This is an optimization exercise on Yosys and OpenROAD, whose aim is small area, a short achievable clock period and few clock cycles per item, not a production implementation. The RTL was checked by simulation tests, not by an equivalence proof against the original design.

==> run D <==
## fxu
module fxu (
    input  wire        clk,
    input  wire        rst,           
    input  wire        in_valid,
    output reg         in_ready,
    input  wire [31:0] op_in,
    input  wire [64:0] a_in,
    input  wire [64:0] b_in,
    output reg         out_valid,
    output reg  [7:0]  code_out,      
    output reg  [64:0] r_out,         
    output reg         rs_out,        
    output reg  [6:0]  rw_out         
);
==> flow/config.mk <==
export PLATFORM = sky130hd
export DESIGN_NAME = fxu
export DESIGN_NICKNAME = fxu
export VERILOG_FILES = /design/flow/design.v
export SDC_FILE = /design/flow/constraint.sdc
export NUM_CORES = 4
export LEC_CHECK = 0
export ABC_CLOCK_PERIOD_IN_PS = 3000
export CAP_MARGIN = 20
export CORE_MARGIN = 2
export CORE_UTILIZATION = 30
export PLACE_DENSITY = 0.45
export SLEW_MARGIN = 20
export TNS_END_PERCENT = 0
==> flow/constraint.sdc <==
create_clock -name core_clock -period 12.0 [get_ports {clk}]
set_input_delay 2.4000 -clock core_clock [delete_from_list [all_inputs] [get_ports {clk}]]
set_output_delay 2.4000 -clock core_clock [all_outputs]
set_load 0.01 [all_outputs]
standard.sh (not shown) runs the stock make flow with config.mk's settings and CLKGATE_MAP_FILE= SYNTH_SCRIPT=/design/flow/synth_recipe.tcl, a recipe that flattens the netlist after the stock synthesis.
==> flow/flow/run.sh <==
#!/bin/bash
# The standard layout, with timing repair aiming well below the 12 ns clock:
# repair_timing keeps going until every path has this much setup slack (or
# gives up), which shortens the achieved period. Ports are buffered with the
# smallest buffer, which repair may upsize. Everything else, including
# synthesis, is the standard flow.
set -euo pipefail
bash standard.sh SETUP_SLACK_MARGIN=8 "BUFFER_PORTS_ARGS=-buffer_cell sky130_fd_sc_hd__buf_1" finish > standard_flow.log 2>&1
==> inputs of run E, as changes to run D <==
--- a/flow/design.v
+++ b/flow/design.v
@@ -16,17 +16,17 @@
     localparam [7:0] C_RANGE   = 8'h01;
     localparam [7:0] C_DIVZERO = 8'h02;
     localparam [7:0] C_NEG     = 8'h03;
     localparam [7:0] C_WIDTH   = 8'h04;
     localparam [7:0] C_ILLEGAL = 8'h30;
     localparam [3:0] F_MAKE = 4'd0,  F_TOS = 4'd1,  F_TOU = 4'd2,  F_WIDEN = 4'd3,
                      F_NARROW = 4'd4, F_SHL = 4'd5, F_SHR = 4'd6,  F_ADD = 4'd7,
                      F_SUB = 4'd8,  F_MUL = 4'd9,  F_DIV = 4'd10, F_SQRT = 4'd11;
-    localparam [4:0] S_IDLE = 5'd0,  S_EX   = 5'd1,  S_DAL_unused = 5'd2,  S_DIV  = 5'd3,
+    localparam [4:0] S_IDLE = 5'd0,  S_EX   = 5'd1,  S_DAL  = 5'd2,  S_DIV  = 5'd3,
                      S_SQ   = 5'd4,  S_DN6  = 5'd5,  S_MUL  = 5'd6,  S_DN1  = 5'd7,
                      S_DN2  = 5'd8,  S_DN3  = 5'd9,  S_DN4  = 5'd10, S_DN5  = 5'd11,
                      S_DSU  = 5'd12, S_DQ1  = 5'd13, S_NEGR = 5'd14, S_SN1  = 5'd15,
                      S_SN2  = 5'd16, S_SN3  = 5'd17, S_MSW  = 5'd18,
                      S_ERR  = 5'd19, S_DPR  = 5'd21;
     localparam [1:0] A_HOLD = 2'd0, A_IN = 2'd1, A_T = 2'd2, A_ZERO = 2'd3;
     localparam [2:0] B_HOLD = 3'd0, B_IN = 3'd1, B_SH = 3'd2, B_SRF = 3'd3, B_SHL2 = 3'd4;
     localparam [2:0] R_HOLD = 3'd0, R_SRF = 3'd1, R_SH = 3'd2, R_T = 3'd3, R_QS = 3'd4,
@@ -122,18 +122,16 @@
     wire [7:0] wa_n  = {1'b0, wa} + {1'b0, n};
     wire [7:0] wa_wb = {1'b0, wa} + {1'b0, wb};
     wire       n_bad = (n == 7'd0) || (n > 7'd64);
     wire       b_zero = (b_r == 65'd0);
     wire [6:0] lza = lzc64(a_r[63:0]);
     wire [6:0] lzb = lzc64(b_r[63:0]);
     wire [5:0] sq_k0 = 6'd32 - {1'b0, lza[6:1]};
     wire [5:0] sq_k  = (lza == 7'd64) ? 6'd1 : sq_k0;
-    reg  [5:0] sqk_q;       
-    reg        sq_first;    
     wire [7:0] dv_d = {1'b0, lzb} - {1'b0, lza};           
     reg  [7:0] dvd_q;                                       
     wire       dv_zero = dvd_q[7];
     wire       dv_cap = !dvd_q[7] && (dvd_q[6:0] > n);
     wire [6:0] dv_m1 = dv_cap ? n : dvd_q[6:0];
     reg [7:0] code_ex;
     reg       rs_ex;
     reg [6:0] rw_ex;
@@ -169,16 +167,17 @@
                 F_SHL:    if (wa_n > 8'd64) code_ex = C_WIDTH;
                 F_SHR:    if (n >= wa) code_ex = C_WIDTH;
                 F_ADD:    if (wmax == 7'd64) code_ex = C_WIDTH;
                 F_SUB:    if ((sa | sb) && wmax == 7'd64) code_ex = C_WIDTH;
                 F_MUL:    if (wa_wb > 8'd64) code_ex = C_WIDTH;
                 F_DIV:    if (n_bad) code_ex = C_WIDTH;
                           else if (b_zero) code_ex = C_DIVZERO;
                 F_SQRT:   if (n_bad) code_ex = C_WIDTH;
+                          else if ({1'b0, sq_k0} > n) code_ex = C_RANGE;
                 default:  ;
             endcase
         end
     end
     wire ok_ex = (code_ex == C_OK);
     reg wfail_s;
     always @(*) begin
         case (func)
@@ -210,34 +209,34 @@
     always @(*) begin
         case (sh_src)
             2'd0:    sh_in = a_r;
             2'd1:    sh_in = b_r;
             default: sh_in = r_out;
         endcase
         for (k = 0; k < 65; k = k + 1)
             sh_x[k] = sh_dir ? sh_in[64-k] : sh_in[k];
-        sh_y = sh_x << ((state == S_DPR) ? dv_m1[5:0] : sh_amt);
+        sh_y = sh_x << sh_amt;
         for (k = 0; k < 65; k = k + 1)
             sh_out[k] = sh_dir ? sh_y[64-k] : sh_y[k];
     end
     wire [64:0] add_y = add_dbl ? {b_r[63:0], 1'b0} : b_r;
     wire [64:0] T     = a_r + (add_y ^ {65{add_inv}}) + {64'd0, add_inv};
     wire        take  = ~T[64];
-    reg        sr_en, sr_den, sr_take, sr_odd;
+    reg        sr_en, sr_den, sr_take;
     reg [5:0]  sr_j;
     reg [33:0] dec;
     reg [64:0] srf;
     always @(*) begin
         for (k = 0; k < 34; k = k + 1)
             dec[k] = sr_den && (k < 33) && (sr_j == k);
         for (k = 0; k < 33; k = k + 1)
             srf[2*k] = dec[k] ? sr_take : (dec[k+1] ? 1'b1 : ((k < 32) ? (b_r[2*k+1] & sr_en) : 1'b0));
         for (k = 0; k < 32; k = k + 1)
-            srf[2*k+1] = dec[k+1] ? sr_odd : (b_r[2*k+2] & sr_en);
+            srf[2*k+1] = dec[k+1] ? 1'b0 : (b_r[2*k+2] & sr_en);
     end
     wire bz_all0 = (r_out[64:1] == 64'd0);
     wire bz_all1 = (r_out[64:1] == {64{1'b1}});
     wire mul_last = bz_all0 | bz_all1;
     wire mul_last_nx = (r_out[64:3] == 62'd0) | (r_out[64:3] == {62{1'b1}});
     wire a_last = (a_r[64:1] == 64'd0) | (a_r[64:1] == {64{1'b1}});
     function [2:0] booth(input b1, input b0, input bp);    
         booth = {~((b1 & b0 & bp) | (~b1 & ~b0 & ~bp)),
@@ -259,17 +258,17 @@
     reg       cnt_we;
     reg [6:0] cnt_n;
     reg       negq_we;
     always @(*) begin
         ns = state; to_err = 1'b0; rdy_n = 1'b0; fin = 1'b0;
         a_sel = A_HOLD; b_sel = B_HOLD; r_sel = R_HOLD;
         wr_type = 1'b0; code_n = C_OK; rs_n = 1'b0; rw_n = 7'd0;
         cnt_we = 1'b0; cnt_n = cnt; negq_we = 1'b0;
-        sr_en = 1'b1; sr_den = 1'b0; sr_take = 1'b0; sr_odd = 1'b0; sr_j = cnt[5:0];
+        sr_en = 1'b1; sr_den = 1'b0; sr_take = 1'b0; sr_j = cnt[5:0];
         case (state)
             S_IDLE: ;
             S_EX: begin
                 wr_type = 1'b1;
                 code_n  = code_ex;
                 rs_n    = (ok_s || multi_r) ? rs_ex : 1'b0;
                 rw_n    = (ok_s || multi_r) ? rw_ex : 7'd0;
                 if (!multi_r) begin
@@ -305,22 +304,24 @@
             end
             S_ERR: begin
                 r_sel = R_ZERO; fin = 1'b1; ns = S_IDLE;
                 wr_type = 1'b1; code_n = code_out;
                 if (code_out == C_OK) begin rs_n = rs_out; rw_n = rw_out; end
             end
             S_DSU: ns = S_DPR;       
             S_DPR: begin
-                cnt_we = 1'b1; cnt_n = dv_m1; to_err = dv_zero;
+                cnt_we = 1'b1; cnt_n = dv_m1; ns = S_DAL; to_err = dv_zero;
+            end
+            S_DAL: begin
                 b_sel = B_SH; r_sel = R_ZERO; ns = S_DIV;
-                rdy_n = (dv_m1 == 7'd0) && !negq;
+                rdy_n = (cnt == 7'd0) && !negq;
             end
             S_DIV: begin
-                a_sel = A_T;            
+                if (take) a_sel = A_T;
                 b_sel = B_SRF; r_sel = R_QS;
                 cnt_we = 1'b1; cnt_n = cnt - 7'd1;
                 rdy_n = (cnt == 7'd1) && !negq;
                 if (cnt == 7'd0) begin
                     if (negq) ns = S_DQ1;
                     else begin fin = 1'b1; ns = S_IDLE; end
                 end
                 if (take && cnt >= n) begin
@@ -330,21 +331,18 @@
             end
             S_DQ1: begin
                 b_sel = B_SH; a_sel = A_ZERO; ns = S_NEGR; rdy_n = 1'b1;
             end
             S_NEGR: begin
                 r_sel = R_T; fin = 1'b1; ns = S_IDLE;
             end
             S_SQ: begin
-                if (sq_first && ({1'b0, sqk_q} > n)) begin
-                    wr_type = 1'b1; code_n = C_RANGE; to_err = 1'b1;
-                end
-                a_sel = A_T;            
-                b_sel = B_SRF; sr_den = 1'b1; sr_take = take; sr_odd = ~take;
+                if (take) a_sel = A_T;
+                b_sel = B_SRF; sr_den = 1'b1; sr_take = take;
                 cnt_we = 1'b1; cnt_n = cnt - 7'd1;
                 rdy_n = (cnt == 7'd1);
                 if (cnt == 7'd0) begin
                     r_sel = R_SRF; fin = 1'b1; ns = S_IDLE;
                 end
             end
             S_MSW: begin
                 b_sel = B_SH; a_sel = A_ZERO; ns = S_MUL;
@@ -382,43 +380,32 @@
     reg       dir_n, inv_n, dbl_n, nz_n;
     reg [5:0] amt_n;
     reg [2:0] bd_n;
     always @(*) begin
         src_n = 2'd0; dir_n = 1'b0; amt_n = 6'd0; inv_n = 1'b0; dbl_n = 1'b0; nz_n = 1'b0;
         if (state == S_MUL)      bd_n = booth(r_out[3], r_out[2], r_out[1]);
         else if (state == S_MSW) bd_n = booth(r_out[1], r_out[0], 1'b0);
         else                     bd_n = booth(a_r[1], a_r[0], 1'b0);
-        if (accept) begin
-            inv_n = (f_in == F_SUB);
-            dir_n = (f_in == F_SHR);
-            amt_n = (f_in == F_SHL || f_in == F_SHR) ? op_in[5:0] : 6'd0;
-            src_n = (f_in == F_MUL && op_in[14:8] < op_in[22:16]) ? 2'd1 : 2'd0;
-        end else begin
-            case (state)
-                S_EX: begin
-                    if (func == F_MUL && !(wb < wa)) begin
-                        nz_n = bd_n[2]; inv_n = bd_n[1]; dbl_n = bd_n[0];
-                    end
-                    if (func == F_SQRT) inv_n = 1'b1;
-                    if (func == F_DIV && !a_r[64] && !b_r[64]) src_n = 2'd1;
-                end
-                S_MSW, S_MUL: begin nz_n = bd_n[2]; inv_n = bd_n[1]; dbl_n = bd_n[0]; end
-                S_DSU:  src_n = 2'd1;
-                S_DPR:  inv_n = 1'b1;
-                S_DIV:  begin inv_n = take; if (cnt == 7'd0) src_n = 2'd2; end
-                S_SQ:   inv_n = take;
-                S_DQ1, S_SN1, S_SN3: inv_n = 1'b1;
-                S_DN1:  inv_n = b_r[64];
-                S_DN4:  inv_n = r_out[64];
-                S_DN3, S_DN5: src_n = 2'd2;
-                S_SN2:  begin dir_n = 1'b1; amt_n = n[5:0]; end
-                default: ;
-            endcase
-        end
+        case (ns)
+            S_EX: begin
+                inv_n = (f_in == F_SUB);
+                dir_n = (f_in == F_SHR);
+                amt_n = (f_in == F_SHL || f_in == F_SHR) ? op_in[5:0] : 6'd0;
+                src_n = (f_in == F_MUL && op_in[14:8] < op_in[22:16]) ? 2'd1 : 2'd0;
+            end
+            S_DIV, S_SQ, S_NEGR, S_SN2: inv_n = 1'b1;
+            S_DN2:  inv_n = b_r[64];
+            S_DN5:  inv_n = r_out[64];
+            S_MUL:  begin nz_n = bd_n[2]; inv_n = bd_n[1]; dbl_n = bd_n[0]; end
+            S_DAL:  begin src_n = 2'd1; amt_n = cnt_n[5:0]; end
+            S_DQ1, S_DN4, S_DN6: src_n = 2'd2;
+            S_SN3:  begin dir_n = 1'b1; amt_n = n[5:0]; end
+            default: ;
+        endcase
     end
     always @(posedge clk) begin
         if (rst) begin
             state     <= S_IDLE;
             out_valid <= 1'b0;
             in_ready  <= 1'b1;
         end else begin
             state     <= ns_f;
@@ -454,18 +441,16 @@
         endcase
         if (wr_type) begin
             code_out <= code_n;
             rs_out   <= rs_n;
             rw_out   <= rw_n;
         end
         if (cnt_we)  cnt  <= cnt_n;
         dvd_q <= dv_d;
-        sqk_q <= sq_k0;
-        sq_first <= (state == S_EX);
         sh_src  <= src_n;
         sh_dir  <= dir_n;
         sh_amt  <= amt_n;
         add_inv <= inv_n;
         add_dbl <= dbl_n;
         add_nz  <= nz_n;
         if (negq_we) negq <= a_r[64] ^ b_r[64];
         if (state == S_EX) prev <= 1'b0;
==> flow/flow/run.sh (replaced) <==
#!/bin/bash
# The standard layout, with timing repair aiming well below the 12 ns clock:
# repair_timing keeps going until every path has this much setup slack (or
# gives up), which shortens the achieved period. Everything else, including
# synthesis, is the standard flow.
set -euo pipefail
bash standard.sh SETUP_SLACK_MARGIN=8 finish > standard_flow.log 2>&1
==> flow/config.mk (replaced) <==
export PLATFORM = sky130hd
export DESIGN_NAME = fxu
export DESIGN_NICKNAME = fxu
export VERILOG_FILES = /design/flow/design.v
export SDC_FILE = /design/flow/constraint.sdc
export NUM_CORES = 4
export LEC_CHECK = 0
export ABC_CLOCK_PERIOD_IN_PS = 3000
export CAP_MARGIN = 40
export CORE_MARGIN = 2
export CORE_UTILIZATION = 30
export PLACE_DENSITY = 0.45
export SLEW_MARGIN = 40
==> comparison table <==
quantity	run D	run E
Required time of the worst setup path	12.47 ns	12.52 ns
Crit Reg-Reg Startpoint	a_r[42]	add_dbl
First-pass GRT wire length	403.2 mm	397.8 mm
Number of cells on the worst reg-to-reg path	13	25
Number of buffer and inverter stages on the critical path	3	11
Relative area of clock buffers and inverters in the final design	0.02982	0.02187
Compound-cell area share of the yosys netlist	0.3230	0.3005
Run status	timing/DRC/antenna clean	timing/DRC/antenna clean
Metal3 WL	48.44 mm	45.43 mm
Clock-pin slew reported for the worst setup and hold paths after clock tree synthesis	0.06 ns	0.07 ns
Terminating pin of the worst hold path	sh_src[0]	sh_amt[3]
Num sequential	289	282
Post-Place Worst Slack	5.468 ns	6.023 ns
Global routing met3 resource utilization	0.2280	0.1790
CTS-repair resized insts	395	1114
Die Wd	364.9 um	364.9 um
Number of buffers other than clock buffers in the final layout	657	1065
Share of layout cells above drive strength 1	0.1851	0.3546
Netlist Area Pre-Place	39080 um^2	39070 um^2
Testbench counts of run D, summed over its fixed seeds: cycles 31,959, items 4,800.
Testbench counts of run E, summed over its fixed seeds: cycles 32,418, items 4,800.

==> port drivers added, routing unchanged <==
The results above use ideal ports. As a check the final layouts listed here were re-extracted and re-timed, cells and wires unchanged. Step 1 sets driving cells, clkbuf_16 on the clock port and buf_2 on the other inputs (assumed; they add their load-dependent delay and slew). Step 2 moves the port delays by t, midway between the first and last clock arrival at a register: inputs arrive t later, outputs are due t later. That takes back most of the time a late clock gives input paths. Slacks: ideal ports / drivers / drivers and shift; pairs: ideal ports / drivers.
run	t, ns	setup slack, ns	hold WS [ns]	pins driven straight from the clock port
run D	0.734	6.937 / 6.937 / 6.470	0.699 / 0.699 / 0.699	1
run E	0.711	7.292 / 7.292 / 7.102	0.652 / 0.652 / 0.652	1
After both steps setup and hold are still met in every run listed. The setup slack of run D, which loses most, moves by 0.000 ns with the drivers and by -0.467 ns with both steps.
